This is an optimization exercise on Yosys and OpenROAD, whose aim is small area, a short achievable clock period and few clock cycles per item, not a production implementation.
Function was checked by simulation only, so behaviour that the tests miss may differ from the original.
No activity file was given, so power comes from the tool's default toggle rates.

## run A
==> flow/design.v (excerpt) <==
module mano_engine (
    input  wire        clk,
    input  wire        rst,
    input  wire        cmd_valid,
    output wire        cmd_ready,
    input  wire [1:0]  cmd_op,
    input  wire        cmd_fgi,
    input  wire        cmd_fgo,
    input  wire [7:0]  cmd_inpr,
    output wire        resp_valid,
    output reg         resp_error,
    output reg         resp_interrupt,
    output wire        mem_req,
    output wire        mem_we,
    output wire [11:0] mem_addr,
    output wire [15:0] mem_wdata,
    input  wire        mem_ack,
    input  wire [15:0] mem_rdata,
    output reg  [15:0] ir,
    output reg  [15:0] ac,
    output wire [15:0] dr,
    output reg  [11:0] pc,
    output reg  [11:0] ar,
    output reg  [15:0] mar,
    output wire [15:0] tr,
    output wire        flag_i,
    output reg         flag_e,
    output wire        flag_r,
    output reg         flag_ien,
    output reg         flag_fgi,
    output reg         flag_fgo,
    output reg  [7:0]  inpr,
    output reg  [7:0]  outr,
    output reg         halted
);
export LEC_CHECK = 0
export CAP_MARGIN = 20
export CORE_MARGIN = 2
export CORE_UTILIZATION = 40
export CTS_CLUSTER_DIAMETER = 80
export CTS_CLUSTER_SIZE = 24
export SETUP_SLACK_MARGIN = 4.0
export SLEW_MARGIN = 20
export TNS_END_PERCENT = 5
create_clock -name core_clock -period 7.0 [get_ports {clk}]
standard.sh (not shown) runs the stock make flow with config.mk's settings and CLKGATE_MAP_FILE= SYNTH_SCRIPT=/design/flow/synth_recipe.tcl, a recipe that flattens the netlist after the stock synthesis.
==> flow/flow/run.sh <==
#!/bin/bash
# Standard layout, with port buffers of a faster cell than buffer_ports picks.
export BUFFER_PORTS_ARGS="-buffer_cell sky130_fd_sc_hd__buf_4"
bash standard.sh > standard.log 2>&1
No stage failed in run A, and the final checks on the layout all came back clean.
Testbench counts of run A, summed over its fixed seeds: cycles 82,208, commands 32,000.
Input-level comparison between run B and run A:
- CTS_CLUSTER_SIZE changed from 24 to 20
- CTS_CLUSTER_DIAMETER changed from 80 to 70
- TNS_END_PERCENT removed (was 5)
==> comparison <==
Run A → run B: number of top-level design ports essentially unchanged, clock power share essentially unchanged. The final layout from run B, which completed every stage, passed the timing, DRC and antenna checks at the end of the flow. The worst hold margin number comes out higher for run A vs run B. Run B has less setup slack than run A. From run A to run B the numbers moved as follows: total power went up by about 1.4%; combined flip-flop and latch cell area held; routed length on met2 saw little to no change.
## Diff of input files: run C against run B
- changing CTS_CLUSTER_DIAMETER from 70 to 80
- changing CTS_CLUSTER_SIZE from 20 to 24
- changing SETUP_SLACK_MARGIN from 4.0 to 3.6
--- outcome ---
Of the two values seen for class of the most critical setup path, in -> out was produced by run B and in -> reg by run C. Re number of global-route vias before repair: run C is 4.1% down on run B. Compare run C and run B | post-route minimum period lower: run B. Compared with run B, run C shows final cell count lower by about 4%. In run C, proportion of power drawn by combinational gates is lower than in run B. Going from run B to run C, the switching power total was found to have gone down by 4.4%. Summary: with run B as the reference, count of vias placed by the detailed router in run C moved down by a few percent. For run B, the cell with the largest stage delay on the worst path was sky130_fd_sc_hd__buf_12, unlike run C, where it was sky130_fd_sc_hd__nand2_1. Gate count of the mapped netlist: run C vs run B identical. According to the power report, total power for run C is lower than for run B. Maximum single-stage delay on the critical path was lower in run B than in run C. Run C reports a lower fraction of final layout cells sized beyond drive strength 1 than run B does.

========
## alpha
mano_engine again, from the RTL that the note above started with.
Settings: LEC_CHECK=0, CAP_MARGIN=20, CORE_MARGIN=2, CORE_UTILIZATION=40, CTS_CLUSTER_DIAMETER=90, CTS_CLUSTER_SIZE=28, SETUP_SLACK_MARGIN=3.8, SLEW_MARGIN=20, TNS_END_PERCENT=5; clock period 7.0 ns.
Scripts as last shown in full above: flow/flow/run.sh
Testbench counts of alpha, summed over its fixed seeds: cycles 82,208, commands 32,000.
For beta, these inputs were changed with respect to alpha:
# alpha
export LEC_CHECK = 0
export CAP_MARGIN = 20
export CORE_MARGIN = 2
export CORE_UTILIZATION = 40
export CTS_CLUSTER_DIAMETER = 90
export CTS_CLUSTER_SIZE = 28
export SETUP_SLACK_MARGIN = 3.8
export SLEW_MARGIN = 20
export TNS_END_PERCENT = 5
create_clock -name core_clock -period 7.0 [get_ports {clk}]
# beta
export LEC_CHECK = 0
export CAP_MARGIN = 20
export CORE_MARGIN = 2
export CORE_UTILIZATION = 40
export CTS_CLUSTER_DIAMETER = 80
export CTS_CLUSTER_SIZE = 24
export SETUP_SLACK_MARGIN = 3.8
export SLEW_MARGIN = 20
create_clock -name core_clock -period 7.0 [get_ports {clk}]
Results
alpha has a higher sequential share of layout area than beta. Summary — non-clock buffer total of the final layout, beta relative to alpha: higher, by about 12%. As far as number of storage elements in the synthesis netlist goes, beta and alpha are indistinguishable; the numbers are identical. Diff alpha -> beta | detailed route wirelength on metal3 | increase of about 2.2%. | remaining max-slew budget at the tightest pin | beta vs alpha | 5.6 points higher |.
What gamma does differently from beta at the input level:
# beta
export LEC_CHECK = 0
export CAP_MARGIN = 20
export CORE_MARGIN = 2
export CORE_UTILIZATION = 40
export CTS_CLUSTER_DIAMETER = 80
export CTS_CLUSTER_SIZE = 24
export SETUP_SLACK_MARGIN = 3.8
export SLEW_MARGIN = 20
create_clock -name core_clock -period 7.0 [get_ports {clk}]
# gamma
export LEC_CHECK = 0
export CAP_MARGIN = 20
export CORE_MARGIN = 2
export CORE_UTILIZATION = 40
export SETUP_SLACK_MARGIN = 3.5
export SLEW_MARGIN = 20
create_clock -name core_clock -period 7.0 [get_ports {clk}]
Results
gamma ends up with a worst-case setup slack after placement that is 0.20 ns lower than in beta.
On clock-buffer cell count, the higher figure sits with gamma, not beta.
H-tree depth was lower in beta than in gamma.
The routed wire length of gamma was superior to that of beta.
Of the two values seen for critical path endpoint, ir[0] was produced by gamma and resp_valid by beta.
Compare beta and gamma | core utilization lower: beta

[static timing again, ports no longer ideal]
How much do the figures lean on ideal ports? The routed layouts below were timed once more, with nothing changed but the port constraints.
Step 1 sets driving cells, clkbuf_16 on the clock port and buf_2 on the other inputs (assumed; they add their load-dependent delay and slew).
Step 2 adds t to the input delays and takes it off the output delays; t is the mean of the earliest and latest rising clock arrival at the registers after step 1. Input paths then give back, and output paths get back, about the clock's delay inside the block.
a / b / c = ideal / step 1 / step 2; a / b = the first two.
run	t (ns)	setup WS [ns]	clock arrival spread, ns	slew at the worst register clock pin (ns)	worst data-port slew with drivers (ns)
run A	0.830	3.630 / 3.509 / 2.829	0.039 / 0.039	0.10 / 0.10	0.23
run B	0.827	3.620 / 3.481 / 2.790	0.043 / 0.043	0.09 / 0.09	0.23
run C	0.819	3.391 / 3.366 / 2.547	0.046 / 0.046	0.10 / 0.10	0.19
alpha	0.800	3.610 / 3.498 / 2.811	0.049 / 0.049	0.12 / 0.12	0.23
beta	0.828	3.614 / 3.496 / 2.829	0.048 / 0.049	0.10 / 0.10	0.22
gamma	0.913	3.409 / 3.409 / 2.553	0.048 / 0.049	0.07 / 0.07	0.18
After both steps setup and hold are still met in every run listed. For gamma, which loses most, drivers alone change the setup slack by 0.000 ns; drivers and shift together by -0.856 ns.
